Source: an optimization exercise on an open RTL-to-GDS flow (aim: a short achievable clock period and few clock cycles). Production flows keep margins and buffers that such runs may drop.
RTL that was checked went through simulation tests only; none was proved equivalent to the original.
No driver is modelled on the clock port, so clock power and skew are understated where the tree is cut down; a real chip needs a root buffer or a tree.
Power figures rest on the tool's default switching activity, not on a simulated workload.

## cm0_dbgctl
module cm0_dbgctl #(
    parameter integer P_POLL_LIMIT = 100
) (
    input  wire        clk,
    input  wire        rst,            
    input  wire        cmd_valid,
    output wire        cmd_ready,
    input  wire [31:0] cmd_word,
    input  wire [31:0] cmd_arg,
    output reg         resp_valid,
    output reg  [2:0]  resp_status,
    output reg  [31:0] resp_data,
    output reg  [7:0]  resp_err,
    output wire        bus_req,
    output wire        bus_we,
    output wire [31:0] bus_addr,
    output wire [31:0] bus_wdata,
    input  wire        bus_ack,
    input  wire [31:0] bus_rdata,
    input  wire        bus_err,
    input  wire [7:0]  bus_err_code
);
For scale: ~160 flip-flops, about 220 I/O pins, ~6800 um^2 of cells after synthesis.
Settings: LEC_CHECK=0, CAP_MARGIN=20, CORE_MARGIN=2, CORE_UTILIZATION=65, PLACE_DENSITY=0.8, SETUP_SLACK_MARGIN=3.3, SLEW_MARGIN=20; clock period 5.0 ns.
standard.sh (not shown) runs the stock make flow with config.mk's settings and CLKGATE_MAP_FILE= SYNTH_SCRIPT=/design/flow/synth_recipe.tcl, a recipe that flattens the netlist after the stock synthesis.
==> flow/flow/run.sh <==
#!/bin/bash
# Layout flow: the standard synthesis unchanged, then the standard ORFS
# steps with port buffers that the resizer may size freely and a two-level
# hand-built clock tree (flow/cts_hook.tcl).
set -euo pipefail
W="$(pwd)"
F="$W/flow"
bash "$W/standard.sh" synth > "$W/make_synth.log" 2>&1
bash "$W/standard.sh" \
    MATCH_CELL_FOOTPRINT=0 \
    "BUFFER_PORTS_ARGS=-buffer_cell sky130_fd_sc_hd__buf_4" \
    "PRE_CTS_TCL=$F/cts_hook.tcl" \
    finish > "$W/make_layout.log" 2>&1
Other scripts of this flow, unchanged in this note and not shown: flow/flow/cts_hook.tcl, flow/flow/cts_tree.tcl
The first run ended with an error in 5_1_grt (DPL-0038).
Testbench counts at the start, summed over its fixed seeds: cycles 273,952.
Next try:
Settings changed: CORE_UTILIZATION 65 to 40, PLACE_DENSITY 0.8 to not set, SETUP_SLACK_MARGIN 3.3 to 3.0.
The changed run produced a clean layout. Synthesized area is unchanged. Synthesized cell count does not change.
Next try:
Settings changed: GPL_TIMING_DRIVEN set to 1, SETUP_SLACK_MARGIN 3.0 to 3.3.
- clock skew stays flat
- clock power is higher by about 1%
- sequential share of layout area is lower by 7.1 points
- critical path depth is unchanged
- worst setup slack gains 0.045 ns
- final area is higher by 23%
- power is higher by 6.0%
- synthesized cell count does not change
- combinational power is higher by 42%
In the second and third runs of this note the design's own scripts or RTL, not TritonCTS, make the clock network.

Setup of job 1293:
The RTL this note starts from:
==> flow/design.v <==
module cm0_dbgctl #(
    parameter integer P_POLL_LIMIT = 100
) (
    input  wire        clk,
    input  wire        rst,            
    input  wire        cmd_valid,
    output wire        cmd_ready,
    input  wire [31:0] cmd_word,
    input  wire [31:0] cmd_arg,
    output reg         resp_valid,
    output reg  [2:0]  resp_status,
    output reg  [31:0] resp_data,
    output reg  [7:0]  resp_err,
    output wire        bus_req,
    output wire        bus_we,
    output wire [31:0] bus_addr,
    output wire [31:0] bus_wdata,
    input  wire        bus_ack,
    input  wire [31:0] bus_rdata,
    input  wire        bus_err,
    input  wire [7:0]  bus_err_code
);
    localparam [2:0] ST_OK          = 3'd0;
    localparam [2:0] ST_TIMEOUT     = 3'd1;
    localparam [2:0] ST_TRANSPORT   = 3'd2;
    localparam [2:0] ST_UNSUPPORTED = 3'd3;
    localparam [2:0] ST_ILLEGAL     = 3'd4;
    localparam [3:0] OP_RDREG    = 4'h1;
    localparam [3:0] OP_WRREG    = 4'h2;
    localparam [3:0] OP_HALT     = 4'h3;
    localparam [3:0] OP_RUN      = 4'h4;
    localparam [3:0] OP_STEP     = 4'h5;
    localparam [3:0] OP_WAITH    = 4'h6;
    localparam [3:0] OP_BPUNITS  = 4'h7;
    localparam [3:0] OP_BPEN     = 4'h8;
    localparam [3:0] OP_SETBP    = 4'h9;
    localparam [3:0] OP_ENBP     = 4'hA;
    localparam [3:0] OP_DISBP    = 4'hB;
    localparam [3:0] OP_BASICREG = 4'hC;
    localparam [9:0] S_NONE  = 10'b0_0_0_0_0_0_0_0_0_0;
    localparam [9:0] S_WSEL  = 10'b1_1_1_0_1_0_0_0_0_0;    
    localparam [9:0] S_WDAT  = 10'b1_1_0_1_1_0_0_0_0_0;    
    localparam [9:0] S_WCTL  = 10'b1_1_0_0_1_0_0_0_0_0;    
    localparam [9:0] S_RDAT  = 10'b1_0_0_1_1_0_0_1_0_0;    
    localparam [9:0] S_P16   = 10'b1_0_0_0_1_1_0_0_0_0;    
    localparam [9:0] S_P17   = 10'b1_0_0_0_1_1_1_0_0_0;    
    localparam [9:0] S_RBP   = 10'b1_0_0_0_0_0_0_0_1_0;    
    localparam [9:0] S_P16B  = 10'b1_0_0_0_1_1_0_0_0_1;    
    localparam [9:0] S_WBP   = 10'b1_1_0_0_0_0_0_0_0_0;    
    localparam [9:0] S_WCMP  = 10'b1_1_0_1_0_0_0_0_0_0;    
    function [9:0] step;
        input [3:0] op;
        input [2:0] i;
        begin
            step = S_NONE;
            case (op)
                OP_RDREG: case (i)
                    3'd0: step = S_WSEL;
                    3'd1: step = S_P16;
                    3'd2: step = S_RDAT;
                    default: step = S_NONE;
                endcase
                OP_WRREG: case (i)
                    3'd0: step = S_WSEL;
                    3'd1: step = S_P16;
                    3'd2: step = S_WDAT;
                    3'd3: step = S_P16;
                    default: step = S_NONE;
                endcase
                OP_HALT: case (i)
                    3'd0: step = S_WCTL;
                    3'd1: step = S_WSEL;
                    3'd2: step = S_P16;
                    3'd3: step = S_RDAT;
                    default: step = S_NONE;
                endcase
                OP_RUN: case (i)
                    3'd0: step = S_WCTL;
                    default: step = S_NONE;
                endcase
                OP_STEP: case (i)
                    3'd0: step = S_WCTL;
                    3'd1: step = S_P17;
                    3'd2: step = S_WSEL;
                    3'd3: step = S_P16;
                    3'd4: step = S_RDAT;
                    default: step = S_NONE;
                endcase
                OP_WAITH: case (i)
                    3'd0: step = S_P17;
                    default: step = S_NONE;
                endcase
                OP_BPUNITS: case (i)
                    3'd0: step = S_RBP;
                    3'd1: step = S_P16B;
                    default: step = S_NONE;
                endcase
                OP_BPEN: case (i)
                    3'd0: step = S_WBP;
                    3'd1: step = S_P17;
                    default: step = S_NONE;
                endcase
                OP_SETBP: case (i)
                    3'd0: step = S_WCMP;
                    3'd1: step = S_P17;
                    default: step = S_NONE;
                endcase
                default: step = S_NONE;
            endcase
        end
    endfunction
    reg        ready_q;        
    reg        req_q;          
    reg        we_q, a2_q, a3_q, ae_q;           
    reg        poll_q, pbit_q, rd8_q, rdbp_q, bpo_q;
    reg        last_q;         
    reg [3:0]  op_q;           
    reg [2:0]  idx_q;          
    reg [6:0]  cnt_q;          
    reg        tc_q;           
    reg [31:0] wd_q;           
    reg [31:0] wd2_q;          
    reg [3:0]  bpl_q;          
    assign cmd_ready = ready_q;
    assign bus_req   = req_q;
    assign bus_we    = we_q;
    assign bus_addr  = {16'hE000, ae_q, ae_q, 1'b1, 1'b0, ae_q, ae_q, 1'b0, ae_q,
                        ae_q, ae_q, ae_q, ae_q, a3_q, a2_q, 2'b00};
    assign bus_wdata = wd_q;
    wire [3:0] c_op  = cmd_word[3:0];
    wire [4:0] c_reg = cmd_word[8:4];
    wire       c_en  = cmd_word[12];
    wire [2:0] c_sel = cmd_word[18:16];
    wire z_31_19 = (cmd_word[31:19] == 13'd0);
    wire z_18_16 = (cmd_word[18:16] == 3'd0);
    wire z_15_13 = (cmd_word[15:13] == 3'd0);
    wire z_12    = !cmd_word[12];
    wire z_11_9  = (cmd_word[11:9] == 3'd0);
    wire z_8_4   = (cmd_word[8:4] == 5'd0);
    wire z_31_13 = z_31_19 && z_18_16 && z_15_13;
    reg c_legal;
    always @(*) begin
        case (c_op)
            OP_RDREG, OP_WRREG:          c_legal = z_31_13 && z_12 && z_11_9;
            OP_BPEN:                     c_legal = z_31_13 && z_11_9 && z_8_4;
            OP_BASICREG:                 c_legal = z_31_19 && z_15_13 && z_12 && z_11_9 && z_8_4;
            OP_HALT, OP_RUN, OP_STEP, OP_WAITH, OP_BPUNITS,
            OP_SETBP, OP_ENBP, OP_DISBP: c_legal = z_31_13 && z_12 && z_11_9 && z_8_4;
            default:                     c_legal = 1'b0;
        endcase
    end
    wire c_bus   = (c_op >= OP_RDREG) && (c_op <= OP_SETBP);
    wire c_unsup = (c_op == OP_ENBP) || (c_op == OP_DISBP);
    wire c_start = c_legal && c_bus;           
    reg [31:0] c_wdata;        
    always @(*) begin
        case (c_op)
            OP_RDREG: c_wdata = {27'd0, c_reg};
            OP_WRREG: c_wdata = {15'd0, 1'b1, 11'd0, c_reg};
            OP_HALT:  c_wdata = 32'hA05F_0003;
            OP_STEP:  c_wdata = 32'hA05F_000D;
            OP_BPEN:  c_wdata = {30'd0, 1'b1, c_en};
            OP_SETBP: c_wdata = 32'hC000_0001 | (cmd_arg & 32'h1FFF_FFFC);
            default:  c_wdata = 32'hA05F_0000;
        endcase
    end
    reg [3:0] c_basic;
    always @(*) begin
        case (c_sel)
            3'd0: c_basic = 4'd0;
            3'd1: c_basic = 4'd1;
            3'd2: c_basic = 4'd2;
            3'd3: c_basic = 4'd3;
            3'd4: c_basic = 4'd9;
            3'd5: c_basic = 4'd15;
            3'd6: c_basic = 4'd14;
            default: c_basic = 4'd13;
        endcase
    end
    wire [9:0] c_first  = step(c_op, 3'd0);
    wire [9:0] c_second = step(c_op, 3'd1);
    wire bit_seen = pbit_q ? bus_rdata[17] : bus_rdata[16];
    wire good     = bus_ack && !bus_err && (!poll_q || bit_seen);    
    wire fin      = bus_ack && (bus_err || (poll_q && !bit_seen && tc_q) ||
                                ((!poll_q || bit_seen) && last_q));
    wire [2:0] n_idx  = idx_q + 3'd1;
    wire [9:0] h_step = step(op_q, idx_q);           
    wire [9:0] n_step = step(op_q, n_idx);           
    wire [9:0] n_next = step(op_q, idx_q + 3'd2);
    wire [9:0] d_step = ready_q ? c_first  : (good ? n_step : h_step);
    wire       d_last = ready_q ? !c_second[9] : (good ? !n_next[9] : last_q);
    always @(posedge clk) begin
        if (rst) begin
            ready_q    <= 1'b1;
            req_q      <= 1'b0;
            resp_valid <= 1'b0;
        end else if (ready_q) begin
            if (cmd_valid) begin
                ready_q    <= !c_start;
                req_q      <= c_start;
                resp_valid <= !c_start;
            end
        end else begin
            ready_q    <= fin;
            req_q      <= !fin;
            resp_valid <= fin;
        end
    end
    always @(posedge clk) begin
        {we_q, a2_q, a3_q, ae_q, poll_q, pbit_q, rd8_q, rdbp_q, bpo_q} <= d_step[8:0];
        last_q <= d_last;
    end
    always @(posedge clk) begin
        if (ready_q) begin
            op_q   <= c_op;
            idx_q  <= 3'd0;
            wd2_q  <= (c_op == OP_WRREG) ? cmd_arg : 32'h0000_000F;
        end else if (good) begin
            idx_q  <= n_idx;
        end
    end
    always @(posedge clk) begin
        if (rst)
            wd_q <= 32'd0;
        else if (ready_q)
            wd_q <= c_wdata;
        else if (bus_ack)
            wd_q <= wd2_q;
    end
    always @(posedge clk) begin
        if (ready_q || good) begin
            cnt_q <= 7'd0;
            tc_q  <= 1'b0;
        end else if (bus_ack) begin
            cnt_q <= cnt_q + 7'd1;
            tc_q  <= (cnt_q == P_POLL_LIMIT - 2);
        end
    end
    always @(posedge clk)
        if (rdbp_q)
            bpl_q <= bus_rdata[7:4];
    always @(posedge clk) begin
        if (rst) begin
            resp_status <= ST_OK;
            resp_data   <= 32'd0;
            resp_err    <= 8'd0;
        end else if (ready_q) begin
            if (cmd_valid) begin
                resp_status <= !c_legal ? ST_ILLEGAL : (c_unsup ? ST_UNSUPPORTED : ST_OK);
                resp_data   <= {28'd0, (c_legal && c_op == OP_BASICREG) ? c_basic : 4'd0};
                resp_err    <= 8'd0;
            end
        end else begin
            resp_status <= {1'b0, bus_err, !bus_err && poll_q && !bit_seen};
            resp_err    <= bus_err ? bus_err_code : 8'd0;
            if (rd8_q && !bus_err)
                resp_data <= bus_rdata;
            else if (bpo_q && !bus_err && bit_seen)
                resp_data <= {28'd0, bpl_q};
            else
                resp_data <= 32'd0;
        end
    end
endmodule
export LEC_CHECK = 0
export CAP_MARGIN = 20
export CORE_MARGIN = 2
export CORE_UTILIZATION = 40
export SETUP_SLACK_MARGIN = 3.3
export SLEW_MARGIN = 20
create_clock -name core_clock -period 5.0 [get_ports {clk}]
==> flow/flow/run.sh <==
#!/bin/bash
# Layout flow: the standard synthesis unchanged, then the standard ORFS
# steps with port buffers that the resizer may size freely.
set -euo pipefail
W="$(pwd)"
bash "$W/standard.sh" synth > "$W/make_synth.log" 2>&1
bash "$W/standard.sh" \
    MATCH_CELL_FOOTPRINT=0 \
    "BUFFER_PORTS_ARGS=-buffer_cell sky130_fd_sc_hd__buf_4" \
    finish > "$W/make_layout.log" 2>&1
The flow did not stop early for job 1293: all stages ran, and the layout cleared the timing, DRC and antenna checks.
Input-level comparison between job 7622 and job 1293:
==> flow/run.sh (new file) <==
#!/bin/bash
# synth_recipe.tcl (not shown) runs the flow's synth.tcl, then flattens the netlist and writes it again
# the make line also repeats each setting of config.mk as NAME=value (left out here)
make -C /OpenROAD-flow-scripts/flow DESIGN_CONFIG=/design/flow/config.mk WORK_HOME=/design/flow/orfs CLKGATE_MAP_FILE= SYNTH_SCRIPT=/design/flow/synth_recipe.tcl finish
-- flow/config.mk --
<<< job 1293, line 10
export CORE_UTILIZATION = 40
export SETUP_SLACK_MARGIN = 3.3
export SLEW_MARGIN = 20
>>> job 7622, line 10
export CORE_UTILIZATION = 40
export GPL_TIMING_DRIVEN = 1
export SETUP_SLACK_MARGIN = 2.8
export SLEW_MARGIN = 20
removed: flow/flow/run.sh
removed: flow/standard.sh
[summary]
Worst reg-to-reg setup slack for job 7622 is lower than for job 1293.
On cell area reported after detailed placement, the lower figure sits with job 1293, not job 7622.
For the fraction of area in non-clock buffers, job 7622 came in 3.2 points lower than job 1293 did.
Result: PASS for each of job 1293 and job 7622
Between job 7622 and job 1293, it is job 7622 whose logic gate share of total power is lower, by 1.9 points.
No run of this note included a check of the RTL's function; only the layout flow was run.

wip/lagoon:
// cm0_dbgctl: RTL as listed in full above, without the edits since
clock: 5.0 ns
lec_check: 0
cap_margin: 20
core_margin: 2
core_utilization: 40
cts_cluster_diameter: 150
cts_cluster_size: 40
setup_slack_margin: 3.5
slew_margin: 20
tns_end_percent: 100
run.sh (not shown) runs the stock make flow with config.mk's settings and CLKGATE_MAP_FILE= SYNTH_SCRIPT=/design/flow/synth_recipe.tcl, a recipe that flattens the netlist after the stock synthesis.
Stock flow here: none of the scripts above is used.
wip/lagoon completed end to end with timing, DRC and antenna clean.
Changes in wip/cedar relative to wip/lagoon:
# wip/lagoon
export LEC_CHECK = 0
export CAP_MARGIN = 20
export CORE_MARGIN = 2
export CORE_UTILIZATION = 40
export CTS_CLUSTER_DIAMETER = 150
export CTS_CLUSTER_SIZE = 40
export SETUP_SLACK_MARGIN = 3.5
export SLEW_MARGIN = 20
export TNS_END_PERCENT = 100
create_clock -name core_clock -period 5.0 [get_ports {clk}]
# wip/cedar
export LEC_CHECK = 0
export CAP_MARGIN = 20
export CORE_MARGIN = 2
export CORE_UTILIZATION = 40
export SETUP_SLACK_MARGIN = 3.2
export SLEW_MARGIN = 20
create_clock -name core_clock -period 5.0 [get_ports {clk}]
==> comparison <==
- Delta (wip/cedar minus wip/lagoon): wire length after detailed routing down about 12%, combinational group share of total power down 1.8 points, net count reported at finish down 69, worst hold slack down 0.023 ns, wire length of the first global-routing pass down 3700 microns.
- NOTE cell-internal power wip/lagoon->wip/cedar decreased by more than 10%
- Fraction of cell area in non-clock buffers, wip/lagoon and wip/cedar: smaller value in wip/cedar
- Going from wip/lagoon to wip/cedar, the non-filler instance count after layout was found to have gone down by 5.2%.
The following lists how wip/onyx was set up differently from wip/cedar:
# wip/cedar
export LEC_CHECK = 0
export CAP_MARGIN = 20
export CORE_MARGIN = 2
export CORE_UTILIZATION = 40
export SETUP_SLACK_MARGIN = 3.2
export SLEW_MARGIN = 20
create_clock -name core_clock -period 5.0 [get_ports {clk}]
# wip/onyx
export LEC_CHECK = 0
export CAP_MARGIN = 20
export CORE_MARGIN = 2
export CORE_UTILIZATION = 40
export SETUP_SLACK_MARGIN = 3.5
export SLEW_MARGIN = 20
export TNS_END_PERCENT = 100
create_clock -name core_clock -period 5.0 [get_ports {clk}]
## What came out
- In summary, wip/onyx completed successfully, with a layout that passed the timing, DRC and antenna checks.
- In the reports for wip/cedar and wip/onyx, the smaller delay contributed by the slowest stage of the critical path belongs to wip/cedar.
- Diff wip/cedar -> wip/onyx: power consumption rose by about 10%; filler-free cell count of the finished design rose by about 5.5%.
No run of this note included a check of the RTL's function; only the layout flow was run.

[afterwards: timing with drivers on the ports]
The flow's constraints put no driver on any port. The routed layouts listed below were extracted and timed again, unchanged, in two steps.
Step 1 (the two cells are an assumption about what drives the block):
set clk [get_ports {clk}]
set_driving_cell -lib_cell sky130_fd_sc_hd__clkbuf_16 $clk
set_driving_cell -lib_cell sky130_fd_sc_hd__buf_2 [delete_from_list [all_inputs] $clk]
Step 2 adds t to the input delays and takes it off the output delays; t is the mean of the earliest and latest rising clock arrival at the registers after step 1. Input paths then give back, and output paths get back, about the clock's delay inside the block.
Three values: ideal, step 1, step 2; two values: the first two.
run	t, ns	setup WS [ns]	latest minus earliest clock arrival (ns)
the second run of note 1	0.358	3.066 / 2.995 / 2.737	0.010 / 0.011
the third run of note 1	0.361	3.111 / 3.052 / 2.691	0.009 / 0.008
job 1293	0.470	2.371 / 2.385 / 1.915	0.015 / 0.016
job 7622	0.464	2.416 / 2.405 / 1.941	0.008 / 0.009
wip/lagoon	0.465	2.353 / 2.366 / 1.901	0.011 / 0.012
wip/cedar	0.475	2.437 / 2.434 / 1.959	0.016 / 0.016
wip/onyx	0.465	2.353 / 2.366 / 1.901	0.011 / 0.012
After both steps setup and hold are still met in every run listed. For wip/cedar, which loses most, drivers alone change the setup slack by -0.003 ns; drivers and shift together by -0.478 ns.
